This design comes from an exercise in tuning for a short achievable clock period and few clock cycles on the open sky130 flow, not from production work.
At most, simulation tests tie the RTL to the original design; equivalence was not proved.
For runs 2 and 5, only the layout was checked, not whether the RTL still works.
Power figures rest on the tool's default switching activity, not on a simulated workload.

--- flow/config.mk ---
export PLATFORM = sky130hd
export DESIGN_NAME = idxfp
export DESIGN_NICKNAME = idxfp
export VERILOG_FILES = /design/flow/design.v
export SDC_FILE = /design/flow/constraint.sdc
export NUM_CORES = 4
export LEC_CHECK = 0
export CAP_MARGIN = 20
export CORE_MARGIN = 2
export CORE_UTILIZATION = 40
export SETUP_SLACK_MARGIN = 2.7
export SLEW_MARGIN = 20
export SYNTH_HIERARCHICAL = 1
--- flow/constraint.sdc ---
create_clock -name core_clock -period 5.0 [get_ports {clk}]
set_input_delay 1.0000 -clock core_clock [delete_from_list [all_inputs] [get_ports {clk}]]
set_output_delay 1.0000 -clock core_clock [all_outputs]
set_load 0.01 [all_outputs]
--- flow/design.v ---
module idxfp (
    input             clk,
    input             rst,             
    input             reset_capable,   
    input             poll,
    input      [31:0] now,
    output            busy,
    input             rx_avail,
    input       [7:0] rx_data,
    output            rx_pop,
    output            rdr_rst_n,
    output            ev_read,
    output            ev_remove,
    output     [39:0] ev_tag,
    input             cfg_req,
    input             cfg_we,
    input       [1:0] cfg_addr,
    input      [31:0] cfg_wdata,
    output     [31:0] cfg_rdata
);
    reg         rc;          
    reg         act;         
    reg         pe;          
    reg         pq;          
    reg  [3:0]  cnt;         
    reg         seen;        
    reg         f_rt;        
    reg         f_exp;       
    reg         nr, nm;      
    reg         np;          
    reg  [11:0] dl_lo;       
    reg  [20:0] now_hi;      
    reg  [11:0] dl_mid;      
    reg  [47:0] fb;          
    reg  [7:0]  syn;         
    reg  [4:0]  eqb;         
    reg  [3:0]  hold;
    reg  [3:0]  ncnt;
    reg         fd_err;
    reg         in_frame;
    reg  [1:0]  pstate;
    reg  [32:0] deadline;
    reg  [39:0] last_tag;
    reg  [31:0] wait_r;
    reg  [1:0]  ev_en;
    reg  [3:0]  errstat;
    reg  [31:0] cfg_rdata_q;
    wire        take = pe && rx_avail;    
    assign rx_pop    = take;
    assign busy      = act;
    assign ev_read   = nr && !(pq && rx_avail);
    assign ev_remove = nm && !(pq && rx_avail);
    assign rdr_rst_n = !np;
    assign ev_tag    = last_tag;
    assign cfg_rdata = cfg_rdata_q;
    wire        exp_ge;
    wire [11:0] dl_lo_n;
    wire [11:0] dl_mid_n;
    wire [10:0] dl_top;
    wire        rc_n, act_n, pe_n, pq_n, seen_n, f_rt_n, f_exp_n, nr_n, nm_n, np_n;
    wire        act_a, act_b, f_exp_a, f_exp_b, nm_a, nm_b;
    wire [3:0]  cnt_n;
    wire [11:0] dl_lo_q_n;
    wire [20:0] now_hi_n;
    wire [47:0] fb_n;
    wire [7:0]  syn_n;
    wire [4:0]  eqb_n;
    wire [3:0]  hold_n, ncnt_n;
    wire        fd_err_n, in_frame_n;
    wire [1:0]  pstate_n;
    wire [32:0] deadline_n;
    wire [39:0] last_tag_n;
    wire [31:0] wait_n;
    wire [1:0]  ev_en_n;
    wire [3:0]  errstat_n;
    wire [31:0] cfg_rdata_n;
    idxfp_cmp u_cmp (
        .now(now), .deadline(deadline), .ge(exp_ge)
    );
    idxfp_add u_add (
        .now_lo(now[10:0]), .now_hi(now_hi), .wait_r(wait_r),
        .dl_lo(dl_lo), .dl_mid(dl_mid),
        .dl_lo_n(dl_lo_n), .dl_mid_n(dl_mid_n), .dl_top(dl_top)
    );
    idxfp_next u_next (
        .rst(rst), .reset_capable(reset_capable), .poll(poll), .now(now),
        .rx_avail(rx_avail), .d(rx_data),
        .cfg_req(cfg_req), .cfg_we(cfg_we), .cfg_addr(cfg_addr), .cfg_wdata(cfg_wdata),
        .dl_lo_sum(dl_lo_n), .dl_top(dl_top),
        .rc(rc), .act(act), .pe(pe), .pq(pq), .cnt(cnt), .seen(seen), .f_rt(f_rt), .f_exp(f_exp),
        .nr(nr), .nm(nm), .np(np), .dl_lo(dl_lo), .now_hi(now_hi), .dl_mid(dl_mid),
        .fb(fb), .syn(syn), .eqb(eqb), .hold(hold), .ncnt(ncnt), .fd_err(fd_err), .in_frame(in_frame),
        .pstate(pstate), .deadline(deadline), .last_tag(last_tag),
        .wait_r(wait_r), .ev_en(ev_en), .errstat(errstat), .cfg_rdata_q(cfg_rdata_q),
        .rc_n(rc_n), .act_n(act_b), .pe_n(pe_n), .pq_n(pq_n), .cnt_n(cnt_n), .seen_n(seen_n),
        .f_rt_n(f_rt_n), .f_exp_n(f_exp_b), .nr_n(nr_n), .nm_n(nm_b), .np_n(np_n),
        .act_a(act_a), .f_exp_a(f_exp_a), .nm_a(nm_a),
        .dl_lo_q_n(dl_lo_q_n), .now_hi_n(now_hi_n),
        .fb_n(fb_n), .syn_n(syn_n), .eqb_n(eqb_n), .hold_n(hold_n), .ncnt_n(ncnt_n), .fd_err_n(fd_err_n),
        .in_frame_n(in_frame_n), .pstate_n(pstate_n), .deadline_n(deadline_n),
        .last_tag_n(last_tag_n), .wait_n(wait_n), .ev_en_n(ev_en_n),
        .errstat_n(errstat_n), .cfg_rdata_n(cfg_rdata_n)
    );
    idxfp_late u_late (
        .ge(exp_ge), .a({act_a, f_exp_a, nm_a}), .b({act_b, f_exp_b, nm_b}),
        .y({act_n, f_exp_n, nm_n})
    );
    always @(posedge clk) begin
        rc          <= rc_n;
        act         <= act_n;
        pe          <= pe_n;
        pq          <= pq_n;
        cnt         <= cnt_n;
        seen        <= seen_n;
        f_rt        <= f_rt_n;
        f_exp       <= f_exp_n;
        nr          <= nr_n;
        nm          <= nm_n;
        np          <= np_n;
        dl_lo       <= dl_lo_q_n;
        now_hi      <= now_hi_n;
        dl_mid      <= dl_mid_n;
        fb          <= fb_n;
        syn         <= syn_n;
        eqb         <= eqb_n;
        hold        <= hold_n;
        ncnt        <= ncnt_n;
        fd_err      <= fd_err_n;
        in_frame    <= in_frame_n;
        pstate      <= pstate_n;
        deadline    <= deadline_n;
        last_tag    <= last_tag_n;
        wait_r      <= wait_n;
        ev_en       <= ev_en_n;
        errstat     <= errstat_n;
        cfg_rdata_q <= cfg_rdata_n;
    end
endmodule
module idxfp_cmp (
    input  [31:0] now,
    input  [32:0] deadline,
    output        ge
);
    wire [31:0] g0 = now & ~deadline[31:0];
    wire [31:0] e0 = ~(now ^ deadline[31:0]);
    wire [15:0] g1, e1;
    wire [7:0]  g2, e2;
    wire [3:0]  g3, e3;
    wire [1:0]  g4, e4;
    genvar k;
    generate
        for (k = 0; k < 16; k = k + 1) begin : l1
            assign g1[k] = g0[2*k+1] | (e0[2*k+1] & g0[2*k]);
            assign e1[k] = e0[2*k+1] & e0[2*k];
        end
        for (k = 0; k < 8; k = k + 1) begin : l2
            assign g2[k] = g1[2*k+1] | (e1[2*k+1] & g1[2*k]);
            assign e2[k] = e1[2*k+1] & e1[2*k];
        end
        for (k = 0; k < 4; k = k + 1) begin : l3
            assign g3[k] = g2[2*k+1] | (e2[2*k+1] & g2[2*k]);
            assign e3[k] = e2[2*k+1] & e2[2*k];
        end
        for (k = 0; k < 2; k = k + 1) begin : l4
            assign g4[k] = g3[2*k+1] | (e3[2*k+1] & g3[2*k]);
            assign e4[k] = e3[2*k+1] & e3[2*k];
        end
    endgenerate
    wire gt = g4[1] | (e4[1] & g4[0]);
    wire eq = e4[1] & e4[0];
    assign ge = !deadline[32] && (gt || eq);
endmodule
module idxfp_late (
    input        ge,
    input  [2:0] a,
    input  [2:0] b,
    output [2:0] y
);
    assign y = b | (a & {3{ge}});
endmodule
module idxfp_add (
    input  [10:0] now_lo,
    input  [20:0] now_hi,
    input  [31:0] wait_r,
    input  [11:0] dl_lo,
    input  [11:0] dl_mid,
    output [11:0] dl_lo_n,
    output [11:0] dl_mid_n,
    output [10:0] dl_top
);
    assign dl_lo_n  = {1'b0, now_lo} + {1'b0, wait_r[10:0]};
    assign dl_mid_n = {1'b0, now_hi[10:0]} + {1'b0, wait_r[21:11]} + {11'd0, dl_lo[11]};
    assign dl_top   = now_hi[20:11] + wait_r[31:22] + {9'd0, dl_mid[11]};
endmodule
module idxfp_next (
    input             rst,
    input             reset_capable,
    input             poll,
    input      [31:0] now,
    input             rx_avail,
    input       [7:0] d,
    input             cfg_req,
    input             cfg_we,
    input       [1:0] cfg_addr,
    input      [31:0] cfg_wdata,
    input      [11:0] dl_lo_sum,
    input      [10:0] dl_top,
    input             rc, act, pe, pq,
    input       [3:0] cnt,
    input             seen, f_rt, f_exp, nr, nm, np,
    input      [11:0] dl_lo,
    input      [20:0] now_hi,
    input      [11:0] dl_mid,
    input      [47:0] fb,
    input       [7:0] syn,
    input       [4:0] eqb,
    input       [3:0] hold, ncnt,
    input             fd_err, in_frame,
    input       [1:0] pstate,
    input      [32:0] deadline,
    input      [39:0] last_tag,
    input      [31:0] wait_r,
    input       [1:0] ev_en,
    input       [3:0] errstat,
    input      [31:0] cfg_rdata_q,
    output reg        rc_n, act_n, pe_n, pq_n,
    output reg  [3:0] cnt_n,
    output reg        seen_n, f_rt_n, f_exp_n, nr_n, nm_n, np_n,
    output reg [11:0] dl_lo_q_n,
    output reg [20:0] now_hi_n,
    output reg [47:0] fb_n,
    output reg  [7:0] syn_n,
    output reg  [4:0] eqb_n,
    output reg  [3:0] hold_n, ncnt_n,
    output reg        fd_err_n, in_frame_n,
    output reg  [1:0] pstate_n,
    output reg [32:0] deadline_n,
    output reg [39:0] last_tag_n,
    output reg [31:0] wait_n,
    output reg  [1:0] ev_en_n,
    output reg  [3:0] errstat_n,
    output reg [31:0] cfg_rdata_n,
    output            act_a, f_exp_a, nm_a
);
    localparam [31:0] WAIT_RESET = 32'd1000;
    localparam [1:0] P_IDLE    = 2'd0;
    localparam [1:0] P_SETTLED = 2'd1;
    localparam [1:0] P_AWAIT   = 2'd2;
    wire c_stx  = (d == 8'h02);
    wire c_etx  = (d == 8'h03);
    wire c_pad  = (d == 8'h0D) || (d == 8'h0A);
    wire c_hexd = (d[7:4] == 4'h3) && (!d[3] || (d[2:1] == 2'b00));
    wire c_hexl = (d[7:3] == 5'b01000) && (d[2:0] != 3'd0) && (d[2:0] != 3'd7);
    wire c_hex  = c_hexd || c_hexl;
    wire c_inv  = !(c_stx || c_etx || c_pad || c_hex);
    wire [3:0] nib = c_hexd ? d[3:0] :
                     {1'b1, (d[2:0] >= 3'd3), (d[2:0] == 3'd1 || d[2:0] == 3'd2 || d[2:0] == 3'd5 || d[2:0] == 3'd6), !d[0]};
    wire       ok     = !fd_err;
    wire       n12    = (ncnt == 4'd12);
    wire       inc    = ok && !n12;           
    wire       ovf    = ok && n12;            
    wire       hsel   = inc && !ncnt[0];      
    wire       tag_ok = ok && (syn == 8'd0);
    wire       wr     = c_hex && inc && ncnt[0];   
    reg  [7:0] fb_old;                        
    always @* begin
        case (ncnt[3:1])
        3'd0:    fb_old = fb[47:40];
        3'd1:    fb_old = fb[39:32];
        3'd2:    fb_old = fb[31:24];
        3'd3:    fb_old = fb[23:16];
        3'd4:    fb_old = fb[15:8];
        default: fb_old = fb[7:0];
        endcase
    end
    wire       take   = pe && rx_avail;       
    wire       endc   = act && !take;         
    wire       dec    = take && c_etx && tag_ok;
    wire       fin16  = take && !pq;
    wire       wr04   = wr && (ncnt[3:1] <= 3'd4);
    reg  [7:0] lt_sel;                        
    reg  [4:0] sel_oh;
    always @* begin
        case (ncnt[3:1])
        3'd0:    begin lt_sel = last_tag[39:32]; sel_oh = 5'b00001; end
        3'd1:    begin lt_sel = last_tag[31:24]; sel_oh = 5'b00010; end
        3'd2:    begin lt_sel = last_tag[23:16]; sel_oh = 5'b00100; end
        3'd3:    begin lt_sel = last_tag[15:8];  sel_oh = 5'b01000; end
        default: begin lt_sel = last_tag[7:0];   sel_oh = 5'b10000; end
        endcase
    end
    wire [7:0] lt_ch  = (lt_sel[3:0] < 4'd10) ? (8'h30 + {4'd0, lt_sel[3:0]})
                                              : (8'h37 + {4'd0, lt_sel[3:0]});
    wire       eq_new = (hold == lt_sel[7:4]) && (d == lt_ch);
    wire       eq_rest = &(eqb | sel_oh);
    wire       eqall_n = dec || (wr04 ? (eq_rest && eq_new) : (&eqb));
    wire       seen_b = seen || dec;
    wire may_exp = rc && (pstate == P_AWAIT);
    wire exp_new = 1'b0;                      
    assign act_a   = !rst && poll && may_exp;
    assign f_exp_a = !rst && poll && may_exp;
    assign nm_a    = !rst && poll && may_exp && ev_en[1];
    integer i;
    always @* begin
        rc_n        = rc;
        act_n       = act;
        pe_n        = pe;
        pq_n        = pq;
        cnt_n       = cnt;
        seen_n      = seen;
        f_rt_n      = f_rt;
        f_exp_n     = f_exp;
        nr_n        = nr;
        nm_n        = nm;
        np_n        = np;
        dl_lo_q_n   = dl_lo;
        now_hi_n    = now_hi;
        fb_n        = fb;
        syn_n       = syn;
        eqb_n       = eqb;
        hold_n      = hold;
        ncnt_n      = ncnt;
        fd_err_n    = fd_err;
        in_frame_n  = in_frame;
        pstate_n    = pstate;
        deadline_n  = deadline;
        last_tag_n  = last_tag;
        wait_n      = wait_r;
        ev_en_n     = ev_en;
        errstat_n   = errstat;
        cfg_rdata_n = cfg_rdata_q;
        if (rst) begin
            rc_n        = reset_capable;
            act_n       = 1'b0;
            pe_n        = 1'b0;
            pq_n        = 1'b0;
            cnt_n       = 4'd0;
            seen_n      = 1'b0;
            f_rt_n      = 1'b0;
            f_exp_n     = 1'b0;
            nr_n        = 1'b0;
            nm_n        = 1'b0;
            np_n        = 1'b0;
            dl_lo_q_n   = 12'd0;
            now_hi_n    = 21'd0;
            fb_n        = 48'd0;
            syn_n       = 8'd0;
            eqb_n       = 5'h1f;
            hold_n      = 4'd0;
            ncnt_n      = 4'd0;
            fd_err_n    = 1'b1;
            in_frame_n  = 1'b0;
            pstate_n    = P_IDLE;
            deadline_n  = 33'd0;
            last_tag_n  = 40'd0;
            wait_n      = WAIT_RESET;
            ev_en_n     = 2'd0;
            errstat_n   = 4'd0;
            cfg_rdata_n = 32'd0;
        end else begin
            if (endc || fin16) begin
                if (seen) begin
                    pstate_n = rc ? P_AWAIT : P_SETTLED;
                    if (rc) deadline_n = {dl_top, dl_mid[10:0], dl_lo[10:0]};
                end else if (f_exp) begin
                    pstate_n = P_IDLE;
                end
            end
            if (poll) begin
                act_n     = rx_avail || exp_new;
                pe_n      = rx_avail;
                pq_n      = rx_avail;
                cnt_n     = 4'd0;
                seen_n    = 1'b0;
                dl_lo_q_n = dl_lo_sum;
                now_hi_n  = now[31:11];
                f_rt_n    = ev_en[0] && (!rc || pstate != P_AWAIT);
                f_exp_n   = exp_new;
                nr_n      = 1'b0;
                np_n      = 1'b0;
                nm_n      = exp_new && ev_en[1];
            end else if (take) begin
                cnt_n  = cnt + 4'd1;
                pe_n   = (cnt != 4'd15);
                seen_n = seen_b;
                nr_n   = seen_b && f_rt;
                np_n   = seen_b && rc;
                nm_n   = !seen_b && f_exp && ev_en[1];
                pq_n   = (cnt != 4'd15);
                if (fin16) begin
                    act_n = 1'b0;
                    nr_n  = 1'b0;
                    nm_n  = 1'b0;
                    np_n  = 1'b0;
                end
            end else if (endc) begin
                act_n = 1'b0;
                pe_n  = 1'b0;
                pq_n  = 1'b0;
                nr_n  = 1'b0;
                nm_n  = 1'b0;
                np_n  = 1'b0;
            end
            if (cfg_req) begin
                if (cfg_we) begin
                    case (cfg_addr)
                    2'd0: wait_n    = cfg_wdata;
                    2'd1: ev_en_n   = cfg_wdata[1:0];
                    2'd2: errstat_n = errstat & ~cfg_wdata[3:0];
                    default: ;
                    endcase
                end else begin
                    case (cfg_addr)
                    2'd0:    cfg_rdata_n = wait_r;
                    2'd1:    cfg_rdata_n = {30'd0, ev_en};
                    2'd2:    cfg_rdata_n = {28'd0, errstat};
                    default: cfg_rdata_n = 32'd0;
                    endcase
                end
            end
            if (take) begin
                if (c_stx) begin
                    ncnt_n     = 4'd0;
                    fd_err_n   = 1'b0;
                    in_frame_n = 1'b1;
                end
                if (c_etx)
                    in_frame_n = 1'b0;
                if (c_hex && inc)
                    ncnt_n = ncnt + 4'd1;
                if ((c_hex && ovf) || (c_inv && ok))
                    fd_err_n = 1'b1;
                if (c_hex && hsel)
                    hold_n = nib;
                for (i = 0; i < 6; i = i + 1)
                    if (c_hex && inc && ncnt == 2 * i + 1)
                        fb_n[47 - 8 * i -: 8] = {hold, nib};
                if (wr)
                    syn_n = syn ^ fb_old ^ {hold, nib};
                for (i = 0; i < 5; i = i + 1)
                    if (c_hex && inc && ncnt == 2 * i + 1)
                        eqb_n[i] = eq_new;
                if (dec)
                    eqb_n = 5'h1f;
                if (cnt == 4'd14 && (fd_err_n || (seen_b && eqall_n)))
                    pq_n = 1'b0;
                if (dec)
                    last_tag_n = fb[47:8];
                if (in_frame) begin
                    if (c_etx && ok && !tag_ok) errstat_n[0] = 1'b1;
                    if (c_stx)                  errstat_n[1] = 1'b1;
                    if (c_inv && ok)            errstat_n[2] = 1'b1;
                    if (c_hex && ovf)           errstat_n[3] = 1'b1;
                end
            end
        end
    end
endmodule
--- flow/run.sh ---
#!/bin/bash
# synth_recipe.tcl (not shown) runs the flow's synth.tcl, then flattens the netlist and writes it again
# the make line also repeats each setting of config.mk as NAME=value (left out here)
make -C /OpenROAD-flow-scripts/flow DESIGN_CONFIG=/design/flow/config.mk WORK_HOME=/design/flow/orfs CLKGATE_MAP_FILE= SYNTH_SCRIPT=/design/flow/synth_recipe.tcl finish
==> reports/metrics.yaml, run 1 <==
outcome: "no timing/DRC/antenna violations"
drv_cap: 0
grt_pass1_wl_mm: 63.7
critPathRequiredTime_ns: 5.46
yosys_warnings: 8
final_area_um2: 17400
gp_congestion: 0.879
p_total_mw: 4.79
cts_tree: "built"
finalCritPeriodShare: 0.550
pwr-share-clk: 0.447
fmax_mhz: 364
drc: 0
slowest_stage: "or4_4"
start_util: 0.408
fp.coreArea_um2: 32600
leakagePower_nw: 6.74
grt_overflow_total: 0
drive_gt1_frac: 0.156
synthTopCellsByArea: "dfxtp_1, nand2_1, mux2i_1, ha_1, a21oi_1"
synth_flop_cell: "dfxtp_1"
crit_arrival_ns: 3.21
grt_util_all_layers: 0.226
synth_top_area_share: 0.413
powerDensity_nw_per_um2: 275
hp-class: "reg2reg"
p_comb_frac: 0.082
startpoint_type: "input pin"
synth_area_um2: 13300
routed_wl_mm: 40.3
cts_buffers: 30
cts_sinks: 275
synth_cell_types: 79
area_delta_synth_final_pct: 30.8
dpl-instance-area_um2: 15400
cts.path.max_buffers: 3
period_minus_slack_ns: 2.75
fp.dieW_um: 186
dr.pass1.iters: 5
crit_type: "in2reg"
clockRootBuffer: "clkbuf_16"
worst_slew_pin_slew_ns: 0.927
ys_seq_area_frac: 0.413
fin_worst_skew_ns: 0.0140
whs_ns: 0.432
netSwitchingPower_mw: 1.12
numPortBuffers: 157
ios: 158
stdcell_count: 2207
slowest_delay_ns: 0.46
syn_inst: 1583
cpMostUsedCell: "buf_6"
grt_max_degree: 191
fp.dieArea_um2: 34800
synth_edf_count: 0
path_clk_slew_ns: 0.06
avgRoutedWirePerCell_um: 18.3
fin_nets: 1897
drt_iter0_markers: 892
num_vias: 11800
syn_area_per_cell_um2: 8.41
worstSetupEndpointType: "flop"
path_buf_inv: 4
cp_top_family: "simple AND/OR/NAND/NOR gates"
crit_fanout: 6
async_reset_ff_frac: 0
final_common_cell: "nand2_1"
h-tree-depth: 1
rows: 66
finalMaxSlewViolations: 0
mostFrequentLayoutCells: "nand2_1, dfxtp_1, nor2_1"
die_height_um: 186
antenna_found_initial: 3
ys_ff_latch: 275
path_cells: "buf_8 -> or3_4 -> or4_4 -> a211oi_4 -> buf_6 -> nand2_8 -> nor3_4 -> buf_6 -> buf_16 -> nor2_2 -> a211oi_1"
seqPwrFrac: 0.471
detail-route-antenna-nets: 0
avgViaCountPerCell: 5.36
tns_ns: 0
yosys.area.top_type: "dfxtp_1"
ctsHoldBuffers: 0
finalSetupViolations: 0
hold_viol_final: 0
max-slew-margin-rel: 0.382
dp_hpwl_mm: 27.0
rsz0062_at_grt: "yes"
p_int_mw: 3.67
dp.cells: 2107
ir_worst_vdd_mv: 0.252
grt_pass1_vias: 11400
switching_share: 0.234
clk_latency_ns: 0.56
-- synthesized netlist by cell type, types with 5 or more instances --
library cell,n
nand2_1,269
o21ai_1,7
a22oi_1,36
o21a_1,8
o22ai_1,6
dfxtp_1,275
nand4_1,7
xor2_1,8
o211ai_1,5
nand2b_1,9
or3_1,11
mux2_2,10
buf_1,8
ha_1,67
a21oi_1,157
nand3_1,25
nor3_1,15
buf_4,6
o21ai_0,34
fa_1,5
a31oi_1,7
and2_1,7
nor2b_1,11
mux4_2,5
inv_1,58
a211oi_1,30
a21o_1,15
clkbuf_1,76
a221oi_1,6
xnor2_1,33
buf_2,7
nor2_1,188
mux2i_1,86
-- worst reg2reg max path: cells and delay by family (launching register included) --
kind | cells | cell delay [ns]
AND/OR/NAND/NOR | 5 | 0.69
flip-flops | 1 | 0.60
buffers and inverters | 4 | 0.58
AO/OA/AOI/OAI | 2 | 0.46
adder cells (fa/ha/maj) | 1 | 0.21
-- Yosys stat by module (local to each module, per instance) --
| module | area [um2] | cells | copies in the design | flops+latches |
|---|---|---|---|---|
| idxfp | 5530 | 279 | 1 | 275 |
| idxfp_add | 1390 | 178 | 1 | 0 |
| idxfp_cmp | 800 | 109 | 1 | 0 |
| idxfp_late | 22.5 | 3 | 1 | 0 |
| idxfp_next | 5580 | 1014 | 1 | 0 |
-- power by group through the flow --
stage	clock network, mW	registers (mW)	logic, mW
after floorplan	0	2.30	0.219
after global placement	0	2.30	0.361
after detailed placement	0	2.30	0.364
after CTS	2.19	2.25	0.381
after global routing	2.28	2.26	0.431
final	2.14	2.25	0.391
-- state kept, by name, summed over array words and instances, names as in the netlist, 2 cells and up --
| name | count |
|---|---|
| dl_lo | 12 |
| last_tag | 40 |
| ncnt | 4 |
| ev_en | 2 |
| pstate | 2 |
| syn | 8 |
| cfg_rdata_q | 32 |
| errstat | 4 |
| fb | 48 |
| eqb | 5 |
| now_hi | 21 |
| dl_mid | 12 |
| hold | 4 |
| cnt | 4 |
| wait_r | 32 |
| deadline | 33 |
-- cells by family after synthesis --
kind of cell	after synthesis	share of synthesized area
compound gates	358	0.173
xor+xnor	41	0.0270
fa+ha+maj	72	0.0705
buf+inv	157	0.0466
flops	275	0.413
mux	101	0.0816
simple gates	579	0.188
-- layer usage --
metal  up-vias  GRT usage  part of all wire
met3        58     0.0357             0.053
li1       5819          -                 -
met1      5635      0.311              0.46
met5         -          0                 0
met2       318      0.367              0.46
met4         0     0.0641             0.024
-- timing repair --
item,in CTS,in global routing
buffers inserted,33,10
endpoints found under the setup margin,280,169
pin swaps,59,26
cloned,3,1
resized for setup,272,47
-- path summary, 6_finish.rpt --
check / start / endpoint / slack [ns] / cells past startpoint
setup / recovery: rx_data[5] / fb[11]$_DFF_P_ / 2.25 / 11
hold / removal: dl_mid[7]$_DFF_P_ / deadline[18]$_DFF_P_ / 0.43 / 2
setup reg to reg: ncnt[0]$_DFF_P_ / fb[11]$_DFF_P_ / 2.38 / 12
hold reg to reg: dl_mid[7]$_DFF_P_ / deadline[18]$_DFF_P_ / 0.43 / 2
-- metrics by stage --
stage	worst slack, ns	utilization
after global routing	2.22	0.534
after detailed placement	0.818	0.472
final	2.25	0.534
after CTS	2.35	0.525
after global placement	0.852	0.472
after floorplan	1.85	-
-- area by class of cell --
cell class / instances / area, um2
fillers: 3059 / 15200
multi-input cells: 1151 / 7950
flip-flops and latches: 275 / 5530
repair buffers: 226 / 2220
clock buffers: 45 / 888
well taps: 442 / 553
inverters: 60 / 225
clock inverters: 5 / 50.0
diodes: 3 / 7.51
Testbench counts, summed over its fixed seeds: cycles 53,383.
==> inputs of run 2 (changes only) <==
--- a/flow/design.v
+++ b/flow/design.v
@@ -194,2 +194,23 @@
 endmodule
+module idxfp_cls (
+    input      [7:0] d,
+    input      [7:0] ch,
+    output           c_stx,
+    output           c_etx,
+    output           c_hex,
+    output           c_inv,
+    output     [3:0] nib,
+    output           d_eq
+);
+    wire c_pad  = (d == 8'h0D) || (d == 8'h0A);
+    wire c_hexd = (d[7:4] == 4'h3) && (!d[3] || (d[2:1] == 2'b00));
+    wire c_hexl = (d[7:3] == 5'b01000) && (d[2:0] != 3'd0) && (d[2:0] != 3'd7);
+    assign c_stx = (d == 8'h02);
+    assign c_etx = (d == 8'h03);
+    assign c_hex = c_hexd || c_hexl;
+    assign c_inv = !(c_stx || c_etx || c_pad || c_hex);
+    assign nib   = c_hexd ? d[3:0] :
+                   {1'b1, (d[2:0] >= 3'd3), (d[2:0] == 3'd1 || d[2:0] == 3'd2 || d[2:0] == 3'd5 || d[2:0] == 3'd6), !d[0]};
+    assign d_eq  = (d == ch);
+endmodule
 module idxfp_next (
@@ -248,11 +269,9 @@
     localparam [1:0] P_AWAIT   = 2'd2;
-    wire c_stx  = (d == 8'h02);
-    wire c_etx  = (d == 8'h03);
-    wire c_pad  = (d == 8'h0D) || (d == 8'h0A);
-    wire c_hexd = (d[7:4] == 4'h3) && (!d[3] || (d[2:1] == 2'b00));
-    wire c_hexl = (d[7:3] == 5'b01000) && (d[2:0] != 3'd0) && (d[2:0] != 3'd7);
-    wire c_hex  = c_hexd || c_hexl;
-    wire c_inv  = !(c_stx || c_etx || c_pad || c_hex);
-    wire [3:0] nib = c_hexd ? d[3:0] :
-                     {1'b1, (d[2:0] >= 3'd3), (d[2:0] == 3'd1 || d[2:0] == 3'd2 || d[2:0] == 3'd5 || d[2:0] == 3'd6), !d[0]};
+    wire       c_stx, c_etx, c_hex, c_inv, d_eq;
+    wire [3:0] nib;
+    wire [7:0] lt_ch;
+    idxfp_cls u_cls (
+        .d(d), .ch(lt_ch), .c_stx(c_stx), .c_etx(c_etx), .c_hex(c_hex),
+        .c_inv(c_inv), .nib(nib), .d_eq(d_eq)
+    );
     wire       ok     = !fd_err;
@@ -291,5 +310,5 @@
     end
-    wire [7:0] lt_ch  = (lt_sel[3:0] < 4'd10) ? (8'h30 + {4'd0, lt_sel[3:0]})
+    assign     lt_ch  = (lt_sel[3:0] < 4'd10) ? (8'h30 + {4'd0, lt_sel[3:0]})
                                               : (8'h37 + {4'd0, lt_sel[3:0]});
-    wire       eq_new = (hold == lt_sel[7:4]) && (d == lt_ch);
+    wire       eq_new = (hold == lt_sel[7:4]) && d_eq;
     wire       eq_rest = &(eqb | sel_oh);
==> run 2 against run 1 <==
Clock skew increased by 0.013 ns. Synthesized cell count decreased by 0.13%. Hold slack got worse by 0.017 ns. Design area increased by 2.7%. Still clean. Total power increased by 4.8%. Largest cell class unchanged.
==> reports/metrics.yaml, run 2 <==
drt_iter0_markers: 698
fin_worst_skew_ns: 0.0270
synth_cell_types: 84
powerDensity_nw_per_um2: 280
cts_sinks: 275
finalSetupViolations: 0
outcome: "no timing/DRC/antenna violations"
antenna_found_initial: 3
ios: 158
rows: 67
fin_ws_ns: 2.23
num_vias: 11800
yosys_warnings: 8
grt_util_all_layers: 0.219
cts_buffers: 31
cp-startpoint: "ncnt[2]$_DFF_P_"
final_common_cell: "dfxtp_1"
final_area_um2: 17900
crit_fanout: 21
dpl-instance-area_um2: 15700
critPathRequiredTime_ns: 5.45
fp.dieW_um: 188
ir_worst_vdd_mv: 0.263
grt_max_degree: 113
clk_latency_ns: 0.58
max-slew-margin-rel: 0.399
leakagePower_nw: 7.29
drc: 0
clockRootBuffer: "clkbuf_16"
grt_pass1_vias: 11600
drive_gt1_frac: 0.193
grt_overflow_total: 0
syn_area_per_cell_um2: 8.55
worstSetupEndpointType: "flop"
tns_ns: 0
synth_edf_count: 0
fp.dieArea_um2: 35300
path_buf_inv: 1
place_ws_ns: 1.06
synth_top_area_share: 0.407
h-tree-depth: 1
worst_slew_pin_slew_ns: 0.901
largest_registers: "fb (48), last_tag (40), deadline (33)"
rsz0062_at_grt: "yes"
path_cells: "buf_4 -> nor2b_1 -> a311oi_1 -> or4_1 -> o311a_1"
fp.coreArea_um2: 33400
dp_hpwl_mm: 26.5
fin_nets: 1898
startpoint_type: "flop"
numPortBuffers: 157
synthTopCellsByArea: "dfxtp_1, nand2_1, mux2i_1, ha_1, a21oi_1"
avgViaCountPerCell: 5.34
hp-class: "reg2reg"
synthTopCellsByCount: "dfxtp_1, nand2_1, a21oi_1"
finalCritPeriodShare: 0.555
ys_seq_area_frac: 0.407
avgRoutedWirePerCell_um: 17.8
mostFrequentLayoutCells: "dfxtp_1, nand2_1, nor2_1"
largest_reg_flops: 48
area_delta_synth_final_pct: 32.4
largest_register: "fb"
die_height_um: 188
async_reset_ff_frac: 0
cp_top_family: "simple AND/OR/NAND/NOR gates"
grt_pass1_wl_mm: 62.9
path_clk_slew_ns: 0.06
start_util: 0.405
cts.path.max_buffers: 3
syn_inst: 1581
yosysMostFrequentCell: "dfxtp_1"
synth_flop_cell: "dfxtp_1"
slowest_stage: "nor2b_1"
slowest_delay_ns: 0.74
gp_congestion: 0.851
period_minus_slack_ns: 2.77
finalMaxSlewViolations: 0
dr.pass1.iters: 5
ctsHoldBuffers: 0
hold_viol_final: 0
routed_wl_mm: 39.5
cts_tree: "built"
crit_type: "reg2reg"
detail-route-antenna-nets: 0
fmax_mhz: 361
worstReg2RegStart: "ncnt[2]$_DFF_P_"
crit_arrival_ns: 3.22
min_from: "dl_mid[8]$_DFF_P_"
yosys.area.top_type: "dfxtp_1"
utilization: 0.536
synth_area_um2: 13500
ys_ff_latch: 275
drv_cap: 0
run 2: changes by cell type after synthesis, sizes merged, moves of 6 or more:
cell,delta
o22ai,+11
o21ai,-9
nor2b,+8
nor2,-31
mux2i,+9
a211oi,-27
nand2b,-6
buf,+6
a21oi,+13
mux2,+15
run 2: area by class of cell:
class,count,area [um2]
clock buffer,45,868
tap,448,561
timing repair buffer,221,2100
multi-input combinational,1151,8420
sequential,275,5520
clock inverter,13,184
inverter,60,233
antenna,3,7.51
fill,3165,15500
run 2: power breakdown:
| group | switching, mW | total, mW | internal, mW |
|---|---|---|---|
| sequential | 0.0271 | 2.26 | 2.23 |
| combinational | 0.221 | 0.405 | 0.184 |
| clock | 0.940 | 2.35 | 1.41 |
| total | 1.19 | 5.01 | 3.83 |
run 2: worst paths after layout:
check                                             to  slack [ns]  cells past startpoint
worst max-delay path                      pq$_DFF_P_        2.23                      5
worst max register to register            pq$_DFF_P_        2.23                      5
worst min-delay path            deadline[19]$_DFF_P_        0.41                      2
worst min register to register  deadline[19]$_DFF_P_        0.41                      2
run 2: worst reg2reg max path, stage by stage, from the launching register on:
cell and delay, ns:
dfxtp_2 0.51, buf_4 0.34, nor2b_1 0.75, a311oi_1 0.22, or4_1 0.50, o311a_1 0.35
run 2: routing by layer:
metal | vias to the layer above | global-route usage | wire length (um) | share of wire
met5 | - | 0 | 0 | 0
met4 | 0 | 0.0645 | 931 | 0.024
met3 | 59 | 0.0311 | 1640 | 0.041
met2 | 267 | 0.362 | 18700 | 0.47
met1 | 5706 | 0.297 | 18300 | 0.46
li1 | 5802 | - | - | -
run 2: Yosys stat by module, one instance, submodules excluded:
module | cells | area (um2) | flops+latches | copies in the design
idxfp_cmp | 109 | 800 | 0 | 1
idxfp | 279 | 5530 | 275 | 1
idxfp_cls | 44 | 314 | 0 | 1
idxfp_late | 3 | 22.5 | 0 | 1
idxfp_next | 974 | 5480 | 0 | 1
idxfp_add | 172 | 1360 | 0 | 1
run 2: cell families (layout without fill, tap and decap cells):
kind of cell | count (synthesis) | after routing | share of synthesized area
other | 1 | 4 | 0.000278
XOR/XNOR | 43 | 43 | 0.0279
multiplexers | 127 | 127 | 0.103
buffers and inverters | 160 | 339 | 0.0487
AND/OR/NAND/NOR | 570 | 575 | 0.188
AO/OA/AOI/OAI | 328 | 328 | 0.151
flip-flops | 275 | 275 | 0.407
adder cells (fa/ha/maj) | 77 | 77 | 0.0741
run 2: timing repair:
| item | in CTS | in global routing |
|---|---|---|
| gates cloned | 7 | 1 |
| setup buffers | 28 | 16 |
| pin swaps | 45 | 48 |
| endpoints found under the setup margin | 263 | 188 |
| gates resized for setup | 291 | 70 |
run 2: per-stage QoR:
stage                     power [mW]  instances  hold slack, ns
after floorplan                 2.53       1581           0.417
after global placement          2.67       2102           0.420
after detailed placement        2.68       2103           0.428
after CTS                       5.05       2196           0.410
after global routing            5.20       2216           0.456
final                           5.01       2216           0.414
==> inputs of run 3 (changes only) <==
--- a/flow/design.v
+++ b/flow/design.v
@@ -298,3 +298,2 @@
     wire       fin16  = take && !pq;
-    wire       wr04   = wr && (ncnt[3:1] <= 3'd4);
     reg  [7:0] lt_sel;                        
@@ -313,4 +312,5 @@
     wire       eq_new = (hold == lt_sel[7:4]) && d_eq;
-    wire       eq_rest = &(eqb | sel_oh);
-    wire       eqall_n = dec || (wr04 ? (eq_rest && eq_new) : (&eqb));
+    wire       can_wr  = ok && ncnt[0] && (ncnt[3:1] <= 3'd4);
+    wire       settle  = (fd_err && !c_stx) || dec ||
+                         (seen && (&eqb) && (!can_wr || !c_hex));
     wire       seen_b = seen || dec;
@@ -463,3 +463,3 @@
                     eqb_n = 5'h1f;
-                if (cnt == 4'd14 && (fd_err_n || (seen_b && eqall_n)))
+                if (cnt == 4'd14 && settle)
                     pq_n = 1'b0;
==> run 3 against run 2 <==
Register-to-register slack gained 0.099 ns. Hold slack gained 0.017 ns. Non-clock buffer count grew 23. Sequential power is essentially flat. Critical endpoint is now eqb[3]$_DFF_P_. Clock-buffer cell count is the same. Still clean. Die area shrank 0.67%. Largest power group unchanged.
==> reports/metrics.yaml, run 3 <==
tns_ns: 0
ys_ff_latch: 275
rsz0062_at_grt: "yes"
drv_cap: 0
dp_hpwl_mm: 25.6
largest_reg_flops: 48
min_from: "dl_mid[8]$_DFF_P_"
hp-class: "reg2reg"
p_int_mw: 3.92
worst_slew_pin_slew_ns: 0.989
synth_edf_count: 0
pwr-share-clk: 0.479
yosys_warnings: 8
whs_path_depth: 2
fp.dieArea_um2: 35000
yosysMostFrequentCell: "dfxtp_1"
crit_type: "reg2reg"
worstReg2RegStart: "ncnt[1]$_DFF_P_"
slowest_stage: "mux4_2"
area_delta_synth_final_pct: 35.0
min_to: "deadline[19]$_DFF_P_"
fp.coreArea_um2: 33300
gp_congestion: 0.846
finalCritPeriodShare: 0.535
avgViaCountPerCell: 5.32
drt_iter0_markers: 677
antennaDiodeCount: 0
detail-route-antenna-nets: 0
worstRegToRegCells: 11
leakagePower_nw: 7.10
outcome: "no timing/DRC/antenna violations"
cts_sinks: 275
final_common_cell: "dfxtp_1"
synth_cell_types: 93
startpoint_type: "flop"
ir_worst_vdd_mv: 0.204
syn_area_per_cell_um2: 8.82
fill_cells: 3029
gr-usage-met1: 0.296
seqPwrFrac: 0.442
ios: 158
antenna_found_initial: 1
cts_buffers: 34
synth_area_um2: 13400
avgRoutedWirePerCell_um: 18.4
utilization: 0.544
grt-busiest-layer: "met2"
grt.met3_usage: 0.0345
hold_viol_final: 0
netSwitchingPower_mw: 1.18
syn_inst: 1521
grt_pass1_vias: 11200
clk_latency_ns: 0.51
switching_share: 0.232
dr.pass1.iters: 6
mostFrequentLayoutCells: "dfxtp_1, nand2_1, nor2_1"
synthTopCellsByArea: "dfxtp_1, mux2i_1, nand2_1, ha_1, a21oi_1"
grt_util_all_layers: 0.221
synthTopCellsByCount: "dfxtp_1, nand2_1, nor2_1"
ys_seq_area_frac: 0.410
routed_wl_mm: 40.2
synth_top_area_share: 0.410
period_minus_slack_ns: 2.67
drc: 0
path_cells: "mux4_2 -> mux2_4 -> inv_4 -> ha_4 -> nand2_2 -> mux2i_2 -> xnor2_1 -> nand4_1 -> nor2_2 -> and4_4 -> a2111o_1"
numPortBuffers: 157
grt_pass1_wl_mm: 62.9
fin_nets: 1872
powerDensity_nw_per_um2: 282
slowest_delay_ns: 0.57
clockRootBuffer: "clkbuf_16"
rows: 67
cp-startpoint: "ncnt[1]$_DFF_P_"
crit_arrival_ns: 3.07
critPathRequiredTime_ns: 5.40
synth_flop_cell: "dfxtp_1"
fmax_mhz: 374
yosys.area.top_type: "dfxtp_1"
largest_registers: "fb (48), last_tag (40), deadline (33)"
finalSetupViolations: 0
largest_register: "fb"
path_clk_slew_ns: 0.06
fin_worst_skew_ns: 0.0180
worstSetupEndpointType: "flop"
drive_gt1_frac: 0.216
cts.path.max_buffers: 3
p_comb_frac: 0.079
met2_usage: 0.371
grt_max_degree: 116
crit_fanout: 5
max-slew-margin-rel: 0.341
rrSetupSlack_ns: 2.33
fp.dieW_um: 187
finalMaxSlewViolations: 0
ctsHoldBuffers: 0
die_height_um: 187
reg2reg_to: "eqb[3]$_DFF_P_"
grt_overflow_total: 0
async_reset_ff_frac: 0
num_vias: 11600
start_util: 0.403
cts_tree: "built"
h-tree-depth: 2
run 3: worst max-delay path: cells and delay by family, from the launching register on:
family / cells / cell delay [ns]
compound gates: 1 / 0.35
xor+xnor: 1 / 0.10
fa+ha+maj: 1 / 0.13
buf+inv: 1 / 0.08
flops: 1 / 0.42
mux: 3 / 1.10
simple gates: 4 / 0.38
run 3: worst max-delay path by stage:
| stage | endpoint | slack, ns |
|---|---|---|
| CTS | eqb[3]$_DFF_P_ | 2.29 |
| floorplan | fb[29]$_DFF_P_ | 2.29 |
| finish | eqb[3]$_DFF_P_ | 2.33 |
| detailed placement | fb[12]$_DFF_P_ | 0.87 |
| global route | eqb[3]$_DFF_P_ | 2.24 |
| global placement | fb[13]$_DFF_P_ | 1.0 |
run 3: Yosys stat by module (local to each module, per instance):
module / times used / cells inside / area [um2] / flip-flops and latches
idxfp_late: 1 / 3 / 22.5 / 0
idxfp_add: 1 / 172 / 1360 / 0
idxfp_cls: 1 / 44 / 314 / 0
idxfp: 1 / 279 / 5530 / 275
idxfp_cmp: 1 / 109 / 800 / 0
idxfp_next: 1 / 914 / 5390 / 0
run 3: what timing repair did:
action                     4_1_cts  5_1_grt
buffers inserted                40       23
gates cloned                    11        1
setup endpoints to repair      273      192
pin swaps                       70       55
resized for setup              288      107
run 3: cell families after synthesis:
logic type | Yosys count | share of synthesized area
AND/OR/NAND/NOR | 530 | 0.179
AO/OA/AOI/OAI | 310 | 0.148
flip-flops | 275 | 0.410
buffers and inverters | 150 | 0.0487
multiplexers | 128 | 0.107
adder cells (fa/ha/maj) | 77 | 0.0746
XOR/XNOR | 50 | 0.0326
other | 1 | 0.000279
run 3: per-layer routing:
| layer | vias up | wire [um] |
|---|---|---|
| li1 | 5635 | - |
| met1 | 5550 | 17800 |
| met2 | 351 | 19000 |
| met3 | 75 | 2370 |
| met4 | 2 | 1020 |
| met5 | - | 13 |
run 3: area by class of cell:
| type | count | area [um2] | share of cell area |
|---|---|---|---|
| Tap cell | 448 | 561 | 0.0309 |
| Timing Repair Buffer | 244 | 2490 | 0.137 |
| Sequential cell | 275 | 5510 | 0.304 |
| Clock inverter | 11 | 136 | 0.00753 |
| Clock buffer | 45 | 963 | 0.0532 |
| Multi-Input combinational cell | 1099 | 8220 | 0.454 |
| Inverter | 60 | 233 | 0.0128 |
run 3: per-stage QoR:
step | instance area, um2 | setup slack [ns] | hold slack (ns) | total power, mW | std cells
6_report | 18100 | 2.33 | 0.431 | 5.10 | 2182
2_1_floorplan | 13700 | 2.29 | 0.417 | 2.52 | 1521
3_3_place_gp | 15500 | 0.996 | 0.420 | 2.66 | 2051
4_1_cts | 17600 | 2.29 | 0.434 | 5.13 | 2158
3_5_place_dp | 15500 | 0.873 | 0.426 | 2.67 | 2051
5_1_grt | 18100 | 2.24 | 0.465 | 5.29 | 2182
run 3: power by group through the flow:
| stage | Sequential [mW] | Combinational (mW) | Clock (mW) |
|---|---|---|---|
| 6_report | 2.25 | 0.404 | 2.44 |
| 5_1_grt | 2.26 | 0.443 | 2.59 |
| 4_1_cts | 2.25 | 0.386 | 2.49 |
| 3_5_place_dp | 2.30 | 0.366 | 0 |
| 3_3_place_gp | 2.30 | 0.362 | 0 |
| 2_1_floorplan | 2.30 | 0.224 | 0 |
Testbench counts of run 3, summed over its fixed seeds: cycles 53,695.
==> inputs of run 4 (changes only) <==
--- a/flow/design.v
+++ b/flow/design.v
@@ -196,3 +196,3 @@
     input      [7:0] d,
-    input      [7:0] ch,
+    input     [39:0] ch,
     output           c_stx,
@@ -202,3 +202,3 @@
     output     [3:0] nib,
-    output           d_eq
+    output     [4:0] d_eq
 );
@@ -213,3 +213,3 @@
                    {1'b1, (d[2:0] >= 3'd3), (d[2:0] == 3'd1 || d[2:0] == 3'd2 || d[2:0] == 3'd5 || d[2:0] == 3'd6), !d[0]};
-    assign d_eq  = (d == ch);
+    assign d_eq  = {d == ch[7:0], d == ch[15:8], d == ch[23:16], d == ch[31:24], d == ch[39:32]};
 endmodule
@@ -269,5 +269,6 @@
     localparam [1:0] P_AWAIT   = 2'd2;
-    wire       c_stx, c_etx, c_hex, c_inv, d_eq;
+    wire       c_stx, c_etx, c_hex, c_inv;
+    wire [4:0] d_eq;
     wire [3:0] nib;
-    wire [7:0] lt_ch;
+    wire [39:0] lt_ch;
     idxfp_cls u_cls (
@@ -298,16 +299,16 @@
     wire       fin16  = take && !pq;
-    reg  [7:0] lt_sel;                        
-    reg  [4:0] sel_oh;
-    always @* begin
-        case (ncnt[3:1])
-        3'd0:    begin lt_sel = last_tag[39:32]; sel_oh = 5'b00001; end
-        3'd1:    begin lt_sel = last_tag[31:24]; sel_oh = 5'b00010; end
-        3'd2:    begin lt_sel = last_tag[23:16]; sel_oh = 5'b00100; end
-        3'd3:    begin lt_sel = last_tag[15:8];  sel_oh = 5'b01000; end
-        default: begin lt_sel = last_tag[7:0];   sel_oh = 5'b10000; end
-        endcase
-    end
-    assign     lt_ch  = (lt_sel[3:0] < 4'd10) ? (8'h30 + {4'd0, lt_sel[3:0]})
-                                              : (8'h37 + {4'd0, lt_sel[3:0]});
-    wire       eq_new = (hold == lt_sel[7:4]) && d_eq;
+    genvar g;
+    generate
+        for (g = 0; g < 5; g = g + 1) begin : ltc
+            wire [3:0] v = last_tag[35 - 8 * g -: 4];
+            assign lt_ch[39 - 8 * g -: 8] = (v < 4'd10) ? (8'h30 + {4'd0, v})
+                                                        : (8'h37 + {4'd0, v});
+        end
+    endgenerate
+    wire [4:0] eq_new;
+    generate
+        for (g = 0; g < 5; g = g + 1) begin : eqn
+            assign eq_new[g] = (hold == last_tag[39 - 8 * g -: 4]) && d_eq[g];
+        end
+    endgenerate
     wire       can_wr  = ok && ncnt[0] && (ncnt[3:1] <= 3'd4);
@@ -460,3 +461,3 @@
                     if (c_hex && inc && ncnt == 2 * i + 1)
-                        eqb_n[i] = eq_new;
+                        eqb_n[i] = eq_new[i];
                 if (dec)
==> flow/flow/run.sh (new file) <==
#!/bin/bash
# The standard layout flow (standard.sh), with the platform's don't-use
# list extended by slow high-fan-in OR/NOR cells, 3-input XOR/XNOR cells and
# the adder cells, so that ABC and the resizer map the logic onto faster
# gates. Everything else, synthesis script included, is the standard flow.
set -euo pipefail
here=$(pwd)
du=$(make -s -C "$FLOW_HOME" DESIGN_CONFIG="$here/config.mk" WORK_HOME="$here/orfs" \
       print-DONT_USE_CELLS 2> "$here/print_dont_use.log" | sed -n 's/^DONT_USE_CELLS: //p')
extra=$(tr '\n' ' ' < "$here/flow/dont_use_extra.txt")
bash standard.sh "DONT_USE_CELLS=$du $extra" finish > "$here/standard_flow.log" 2>&1
==> flow/flow/dont_use_extra.txt (new file) <==
sky130_fd_sc_hd__or3_*
sky130_fd_sc_hd__or3b_*
sky130_fd_sc_hd__or4_*
sky130_fd_sc_hd__or4b_*
sky130_fd_sc_hd__or4bb_*
sky130_fd_sc_hd__nor4_*
sky130_fd_sc_hd__nor4b_*
sky130_fd_sc_hd__nor4bb_*
sky130_fd_sc_hd__xor3_*
sky130_fd_sc_hd__xnor3_*
sky130_fd_sc_hd__a2111o_*
sky130_fd_sc_hd__a2111oi_*
sky130_fd_sc_hd__fa_*
sky130_fd_sc_hd__ha_*
sky130_fd_sc_hd__nor3_*
sky130_fd_sc_hd__nor3b_*
sky130_fd_sc_hd__and4b_*
sky130_fd_sc_hd__and4bb_*
sky130_fd_sc_hd__mux4_*
==> flow/standard.sh (new file) <==
#!/bin/bash
# synth_recipe.tcl (not shown) runs the flow's synth.tcl, then flattens the netlist and writes it again
# the make line also repeats each setting of config.mk as NAME=value (left out here)
make -C /OpenROAD-flow-scripts/flow DESIGN_CONFIG=/design/flow/config.mk WORK_HOME=/design/flow/orfs CLKGATE_MAP_FILE= SYNTH_SCRIPT=/design/flow/synth_recipe.tcl "${@:-finish}"
removed: flow/run.sh
==> run 4 against run 3 <==
Non-clock buffer count fell by 20. Sequential share of layout area rose by 0.93 points. Utilization decreased by 3.2 points. Still clean. Largest cell class unchanged. Clock power shrank 8.6%. Register-to-register slack better by 0.29 ns. Sequential power barely moved. Critical path type is now in2reg. Combinational power about the same. Clock-buffer cell count fell by 5.
==> reports/metrics.yaml, run 4 <==
num_vias: 12100
drv_cap: 0
synth_edf_count: 0
fin_ws_ns: 2.49
drc: 0
syn_inst: 1662
grt_pass1_wl_mm: 62.4
powerDensity_nw_per_um2: 278
hold_viol_final: 0
fp.coreArea_um2: 34500
utilization: 0.512
synthTopCellsByArea: "dfxtp_1, mux2i_1, xnor2_1, nand2_1, nor2_1"
finalSetupViolations: 0
rsz0062_at_grt: "yes"
ys_seq_area_frac: 0.394
rows: 68
grt_util_all_layers: 0.212
cts_sinks: 275
max-slew-margin-rel: 0.473
leakagePower_nw: 7.05
detail-route-antenna-nets: 0
seqPwrFrac: 0.462
fin_worst_skew_ns: 0.00706
cp_top_family: "compound AO/OA/AOI/OAI gates"
tns_ns: 0
drive_gt1_frac: 0.157
ir_worst_vdd_mv: 0.235
cpMostUsedCell: "a21oi_2"
largest_register: "fb"
finalMaxSlewViolations: 0
synth_area_um2: 14000
place_ws_ns: 0.795
numPortBuffers: 157
ys_ff_latch: 275
worstSetupEndpointType: "flop"
crit_type: "in2reg"
clockRootBuffer: "clkbuf_16"
fp.dieW_um: 191
synth_cell_types: 82
synth_flop_cell: "dfxtp_1"
synthTopCellsByCount: "dfxtp_1, nand2_1, nor2_1"
cts_buffers: 30
mostFrequentLayoutCells: "dfxtp_1, nand2_1, nor2_1"
cts.path.max_buffers: 3
gp_congestion: 0.846
stdcell_count: 2297
async_reset_ff_frac: 0
path_buf_inv: 1
yosysMostFrequentCell: "dfxtp_1"
h-tree-depth: 1
routed_wl_mm: 39.6
largest_registers: "fb (48), last_tag (40), deadline (33)"
dp.cells: 2192
start_util: 0.405
grt_max_degree: 102
path_clk_slew_ns: 0.06
grt_overflow_total: 0
netSwitchingPower_mw: 1.16
whs_ns: 0.434
ctsHoldBuffers: 0
final_common_cell: "dfxtp_1"
switching_share: 0.236
largest_reg_flops: 48
fmax_mhz: 398
finalCritPeriodShare: 0.503
slowest_delay_ns: 0.47
path_cells: "clkdlybuf4s50_1 -> xor2_1 -> a211oi_2 -> a21oi_2 -> maj3_2 -> a21oi_2 -> a211oi_4 -> o31ai_4 -> a21o_1"
p_comb_frac: 0.082
critPathRequiredTime_ns: 5.50
die_height_um: 191
avgViaCountPerCell: 5.25
fp.dieArea_um2: 36400
hp-class: "reg2reg"
yosys_warnings: 8
crit_fanout: 3
ios: 158
crit_arrival_ns: 3.01
cts_tree: "built"
synth_top_area_share: 0.394
clk_latency_ns: 0.56
drt_iter0_markers: 651
startpoint_type: "input pin"
dp_hpwl_mm: 27.1
p_int_mw: 3.75
dr.pass1.iters: 5
pwr-share-clk: 0.455
area_delta_synth_final_pct: 26.3
worst_slew_pin_slew_ns: 0.790
grt_pass1_vias: 11700
period_minus_slack_ns: 2.51
avgRoutedWirePerCell_um: 17.2
outcome: "no timing/DRC/antenna violations"
antenna_found_initial: 0
slowest_stage: "clkdlybuf4s50_1"
fin_nets: 1900
syn_area_per_cell_um2: 8.41
yosys.area.top_type: "dfxtp_1"
[run 4: cell count changes after synthesis, sizes merged, moves of 14 or more]
| cell | previous run | this run |
|---|---|---|
| a21oi | 166 | 126 |
| inv | 60 | 46 |
| or3 | 15 | 0 |
| xor2 | 7 | 33 |
| xnor2 | 43 | 118 |
| buf | 28 | 48 |
| maj3 | 0 | 24 |
| ha | 72 | 0 |
| nor2 | 175 | 202 |
| nand2b | 4 | 39 |
[run 4: cells by family (layout without fill, tap and decap cells)]
group | count (synthesis) | in the layout | synth area share
compound gates | 314 | 314 | 0.155
flops | 275 | 275 | 0.394
simple gates | 624 | 627 | 0.202
xor+xnor | 151 | 151 | 0.0947
other cells | 1 | 6 | 0.000268
mux | 121 | 121 | 0.0880
buf+inv | 152 | 324 | 0.0480
fa+ha+maj | 24 | 24 | 0.0181
[run 4: worst reg2reg max path, cell delays in order (launching register included)]
cell and delay [ns]:
dfxtp_2 0.52, buf_6 0.27, mux2i_1 0.38, mux2i_1 0.18, a221oi_2 0.31, mux2i_2 0.28
mux2_4 0.32
[run 4: power by group through the flow]
stage	clock, mW	combinational (mW)	sequential, mW
floorplan	0	0.245	2.31
global placement	0	0.376	2.31
detailed placement	0	0.379	2.32
CTS	2.28	0.392	2.27
global route	2.37	0.439	2.27
finish	2.23	0.404	2.27
[run 4: path summary, 6_finish.rpt]
check,to,from,slack [ns],depth (start not counted)
max,nm$_DFF_P_,now[19],2.49,9
min,deadline[18]$_DFF_P_,dl_mid[7]$_DFF_P_,0.43,2
max reg2reg,syn[2]$_DFF_P_,ncnt[2]$_DFF_P_,2.62,6
min reg2reg,deadline[18]$_DFF_P_,dl_mid[7]$_DFF_P_,0.43,2
[run 4: Yosys stat by module, one instance, submodules excluded]
module	flops+latches	cell area, um2	cells inside	copies in the design
idxfp_cmp	0	722	108	1
idxfp_late	0	22.5	3	1
idxfp_add	0	1390	189	1
idxfp	275	5530	279	1
idxfp_next	0	5640	995	1
idxfp_cls	0	664	88	1
[run 4: cell type report]
cell class | count | area [um2]
Multi-Input combinational cell | 1242 | 8310
Clock buffer | 40 | 838
Inverter | 46 | 179
Sequential cell | 275 | 5530
Timing Repair Buffer | 224 | 2060
Antenna cell | 1 | 2.50
Clock inverter | 14 | 165
Fill cell | 3290 | 16800
Tap cell | 455 | 569
[run 4: routing by layer]
metal,wire length [um],GRT usage,vias to the layer above
li1,-,-,5987
met1,18500,0.284,5731
met2,18400,0.354,269
met3,1820,0.0307,72
met4,903,0.0575,0
met5,0,0,-
[run 4: timing repair]
action,in CTS,in global routing
pin swaps,24,27
setup endpoints to repair,287,136
gates cloned,2,1
resized for setup,256,51
hold endpoints to repair,0,0
buffers inserted,26,21
[run 4: through the flow]
stage | area [um2] | power, mW
floorplan | 14200 | 2.55
global placement | 15900 | 2.69
detailed placement | 15900 | 2.69
CTS | 17200 | 4.94
global route | 17600 | 5.08
finish | 17700 | 4.91
Testbench counts of run 4, summed over its fixed seeds: cycles 53,695.
==> inputs of run 5 (changes only) <==
--- a/flow/design.v
+++ b/flow/design.v
@@ -313,5 +313,16 @@
     endgenerate
-    wire       can_wr  = ok && ncnt[0] && (ncnt[3:1] <= 3'd4);
-    wire       settle  = (fd_err && !c_stx) || dec ||
-                         (seen && (&eqb) && (!can_wr || !c_hex));
+    reg  [4:0] sel_oh;                        
+    always @* begin
+        case (ncnt[3:1])
+        3'd0:    sel_oh = 5'b00001;
+        3'd1:    sel_oh = 5'b00010;
+        3'd2:    sel_oh = 5'b00100;
+        3'd3:    sel_oh = 5'b01000;
+        3'd4:    sel_oh = 5'b10000;
+        default: sel_oh = 5'b00000;
+        endcase
+    end
+    wire       can_wr  = inc && ncnt[0] && (ncnt[3:1] <= 3'd4);
+    wire       eqall_n = dec || (&eqb && !(can_wr && c_hex)) ||
+                         (can_wr && (&(eqb | sel_oh)) && (|(eq_new & sel_oh)));
     wire       seen_b = seen || dec;
@@ -464,3 +475,3 @@
                     eqb_n = 5'h1f;
-                if (cnt == 4'd14 && settle)
+                if (cnt == 4'd14 && (fd_err_n || (seen_b && eqall_n)))
                     pq_n = 1'b0;
==> flow/run.sh (new file) <==
#!/bin/bash
# synth_recipe.tcl (not shown) runs the flow's synth.tcl, then flattens the netlist and writes it again
# the make line also repeats each setting of config.mk as NAME=value (left out here)
make -C /OpenROAD-flow-scripts/flow DESIGN_CONFIG=/design/flow/config.mk WORK_HOME=/design/flow/orfs CLKGATE_MAP_FILE= SYNTH_SCRIPT=/design/flow/synth_recipe.tcl finish
removed: flow/flow/run.sh
removed: flow/flow/dont_use_extra.txt
removed: flow/standard.sh
==> run 5 against run 4 <==
Area after synthesis increased by 2.1%. Largest power group is now the clock network. Register-to-register slack got worse by 0.16 ns. Clock power increased by about 10%. Routed wire length increased by 11%. Maximum frequency decreased by 3.4%. Largest cell class unchanged. Still clean. Combinational power increased by 7.7%. Die area increased by 2.1%. Non-clock buffer count increased by 23. First-iteration DRC count decreased by 5.2%. Utilization increased by 3.1 points. Sequential power about the same.
==> reports/metrics.yaml, run 5 <==
outcome: "no timing/DRC/antenna violations"
drc: 0
fmax_mhz: 384
drt_iter0_markers: 617
cp_top_family: "simple AND/OR/NAND/NOR gates"
largest_reg_flops: 48
ir_worst_vdd_mv: 0.299
grt_overflow_total: 0
clk_latency_ns: 0.56
ios: 158
cts.path.max_buffers: 3
period_minus_slack_ns: 2.60
grt_max_degree: 123
netSwitchingPower_mw: 1.20
grt_util_all_layers: 0.231
synth_area_um2: 14300
utilization: 0.544
synth_cell_types: 84
die_height_um: 193
yosysMostFrequentCell: "dfxtp_1"
ys_seq_area_frac: 0.386
cpMostUsedCell: "buf_12"
min_from: "dl_mid[6]$_DFF_P_"
crit_fanout: 5
crit_arrival_ns: 3.01
reg2reg_to: "syn[5]$_DFF_P_"
place_ws_ns: 0.906
largest_registers: "fb (48), last_tag (40), deadline (33)"
syn_inst: 1691
worstSetupEndpointType: "flop"
largest_register: "fb"
numPortBuffers: 157
p_int_mw: 3.95
start_util: 0.404
clockRootBuffer: "clkbuf_16"
max-slew-margin-rel: 0.410
min_to: "deadline[17]$_DFF_P_"
final_common_cell: "dfxtp_1"
synthTopCellsByCount: "dfxtp_1, nand2_1, nor2_1"
synth_top_area_share: 0.386
path_clk_slew_ns: 0.06
critPathRequiredTime_ns: 5.41
hp-class: "reg2reg"
avgViaCountPerCell: 5.36
pwr-share-clk: 0.478
p_comb_frac: 0.084
powerDensity_nw_per_um2: 268
startpoint_type: "input pin"
fp.dieW_um: 193
rrSetupSlack_ns: 2.46
cts_tree: "built"
synth_edf_count: 0
h-tree-depth: 1
detail-route-antenna-nets: 0
finalCritPeriodShare: 0.521
crit_type: "in2reg"
fp.dieArea_um2: 37200
avgRoutedWirePerCell_um: 18.6
yosys_warnings: 8
fin_worst_skew_ns: 0.0164
num_vias: 12600
leakagePower_nw: 7.79
ys_ff_latch: 275
fp.coreArea_um2: 35300
routed_wl_mm: 43.9
antenna_found_initial: 0
worstRegToRegCells: 8
dp_hpwl_mm: 28.1
finalSetupViolations: 0
fin_ws_ns: 2.40
synthTopCellsByArea: "dfxtp_1, mux2i_1, nand2_1, ha_1, a21oi_1"
finalMaxSlewViolations: 0
seqPwrFrac: 0.438
whs_path_depth: 2
tns_ns: 0
syn_area_per_cell_um2: 8.44
worst_slew_pin_slew_ns: 0.886
mostFrequentLayoutCells: "dfxtp_1, nand2_1, nor2_1"
path_buf_inv: 4
cts_sinks: 275
dr.pass1.iters: 5
slowest_delay_ns: 0.45
async_reset_ff_frac: 0
path_cells: "buf_12 -> nor4_4 -> nor3b_2 -> and2_4 -> nand4b_1 -> buf_6 -> or3_4 -> buf_8 -> buf_12 -> nand2_4 -> a21oi_2"
drv_cap: 0
rows: 69
rsz0062_at_grt: "yes"
hold_viol_final: 0
cts_buffers: 30
yosys.area.top_type: "dfxtp_1"
gp_congestion: 0.866
worstReg2RegStart: "ncnt[1]$_DFF_P_"
switching_share: 0.232
grt_pass1_wl_mm: 67.7
grt_pass1_vias: 12300
fin_nets: 2035
area_delta_synth_final_pct: 34.5
drive_gt1_frac: 0.202
synth_flop_cell: "dfxtp_1"
slowest_stage: "or3_4"
==> run 5: area by class of cell <==
type / count / area, um2
Fill cell: 3196 / 16100
Multi-Input combinational cell: 1233 / 8970
Sequential cell: 275 / 5550
Timing Repair Buffer: 247 / 2650
Clock buffer: 39 / 866
Tap cell: 461 / 577
Inverter: 86 / 334
Clock inverter: 17 / 241
Antenna cell: 1 / 2.50
==> run 5: per-stage QoR <==
step	cells	instance area, um2	hold WS (ns)	total power [mW]
global route	2358	19200	0.453	5.32
global placement	2231	16400	0.420	2.70
floorplan	1695	14600	0.417	2.55
finish	2359	19200	0.436	5.15
detailed placement	2231	16400	0.430	2.71
CTS	2335	18700	0.439	5.18
==> run 5: power by group through the flow <==
stage | Clock, mW | Combinational (mW) | Sequential [mW]
final | 2.46 | 0.435 | 2.26
after detailed placement | 0 | 0.402 | 2.30
after floorplan | 0 | 0.255 | 2.30
after global routing | 2.58 | 0.477 | 2.26
after CTS | 2.50 | 0.423 | 2.26
after global placement | 0 | 0.398 | 2.30
==> run 5: worst max-delay path by stage <==
stage | start | end | slack, ns | cells past startpoint
6_report | rx_data[4] | last_tag[25]$_DFF_P_ | 2.40 | 11
2_1_floorplan | rx_data[6] | syn[2]$_DFF_P_ | 1.93 | 10
3_3_place_gp | rx_data[0] | fb[27]$_DFF_P_ | 1.0 | 11
5_1_grt | rx_data[4] | last_tag[19]$_DFF_P_ | 2.36 | 11
4_1_cts | rx_data[0] | syn[2]$_DFF_P_ | 2.36 | 10
3_5_place_dp | rx_data[0] | fb[27]$_DFF_P_ | 0.91 | 11
==> run 5: worst register-to-register path, stage by stage (launching register included) <==
cell and delay, ns:
dfxtp_4 0.38, buf_12 0.16, clkinvlp_4 0.13, ha_2 0.20, and3_4 0.22, or4_4 0.57, buf_4 0.17, or4_1 0.47
a21oi_1 0.16
==> run 5: per-module statistics from Yosys (local to each module, per instance) <==
module | area (um2) | flip-flops and latches
idxfp | 5530 | 275
idxfp_late | 22.5 | 0
idxfp_cmp | 800 | 0
idxfp_add | 1360 | 0
idxfp_next | 5840 | 0
idxfp_cls | 709 | 0
==> run 5: per-layer routing <==
metal,GRT usage,part of all wire,up-vias
li1,-,-,6189
met5,0,0,-
met2,0.410,0.49,318
met1,0.284,0.42,6032
met3,0.0302,0.048,95
met4,0.0869,0.042,0
==> run 5: logic make-up after synthesis <==
kind of cell             Yosys count  share of synthesized area
adder cells (fa/ha/maj)           81                     0.0737
flip-flops                       275                      0.386
other                              1                   0.000263
AO/OA/AOI/OAI                    325                      0.144
multiplexers                     116                     0.0866
XOR/XNOR                          99                     0.0608
buffers and inverters            189                     0.0549
AND/OR/NAND/NOR                  605                      0.194
==> run 5: what timing repair did <==
| action | CTS | global route |
|---|---|---|
| endpoints found under the setup margin | 279 | 180 |
| buffers inserted | 32 | 21 |
| hold buffers | 0 | 0 |
| pin swaps | 53 | 61 |
| cloned | 16 | 2 |
| resized for setup | 363 | 101 |

## afterwards: timing with drivers on the ports
No port has a modelled driver above. Below, the same layouts with a new extraction and two added sets of constraints. Step 1 (the two cells are an assumption about what drives the block):
set clk [get_ports {clk}]
set_driving_cell -lib_cell sky130_fd_sc_hd__clkbuf_16 $clk
set_driving_cell -lib_cell sky130_fd_sc_hd__buf_2 [delete_from_list [all_inputs] $clk]
Step 2 times the ports against the registers' clock, not the clock port: input delays grow and output delays shrink by t, the midpoint of the rising clock arrivals with the driver on. Slacks: ideal ports / drivers / drivers and shift; pairs: ideal ports / drivers.
| run | t, ns | setup WS [ns] | worst setup path at the end | clock arrival spread, ns | worst register clock-pin slew, ns |
|---|---|---|---|---|---|
| run 1 | 0.605 | 2.251 / 2.266 / 1.661 | input to register | 0.018 / 0.017 | 0.06 / 0.06 |
| run 2 | 0.623 | 2.227 / 2.227 / 1.718 | input to register | 0.029 / 0.029 | 0.06 / 0.06 |
| run 3 | 0.550 | 2.326 / 2.326 / 1.967 | input to register | 0.022 / 0.022 | 0.06 / 0.06 |
| run 4 | 0.603 | 2.486 / 2.497 / 1.894 | input to register | 0.008 / 0.008 | 0.06 / 0.06 |
| run 5 | 0.603 | 2.397 / 2.391 / 1.788 | input to register | 0.017 / 0.017 | 0.07 / 0.07 |
After both steps every run listed still meets setup and hold. For run 5, which loses most, drivers alone change the setup slack by -0.006 ns; drivers and shift together by -0.609 ns.
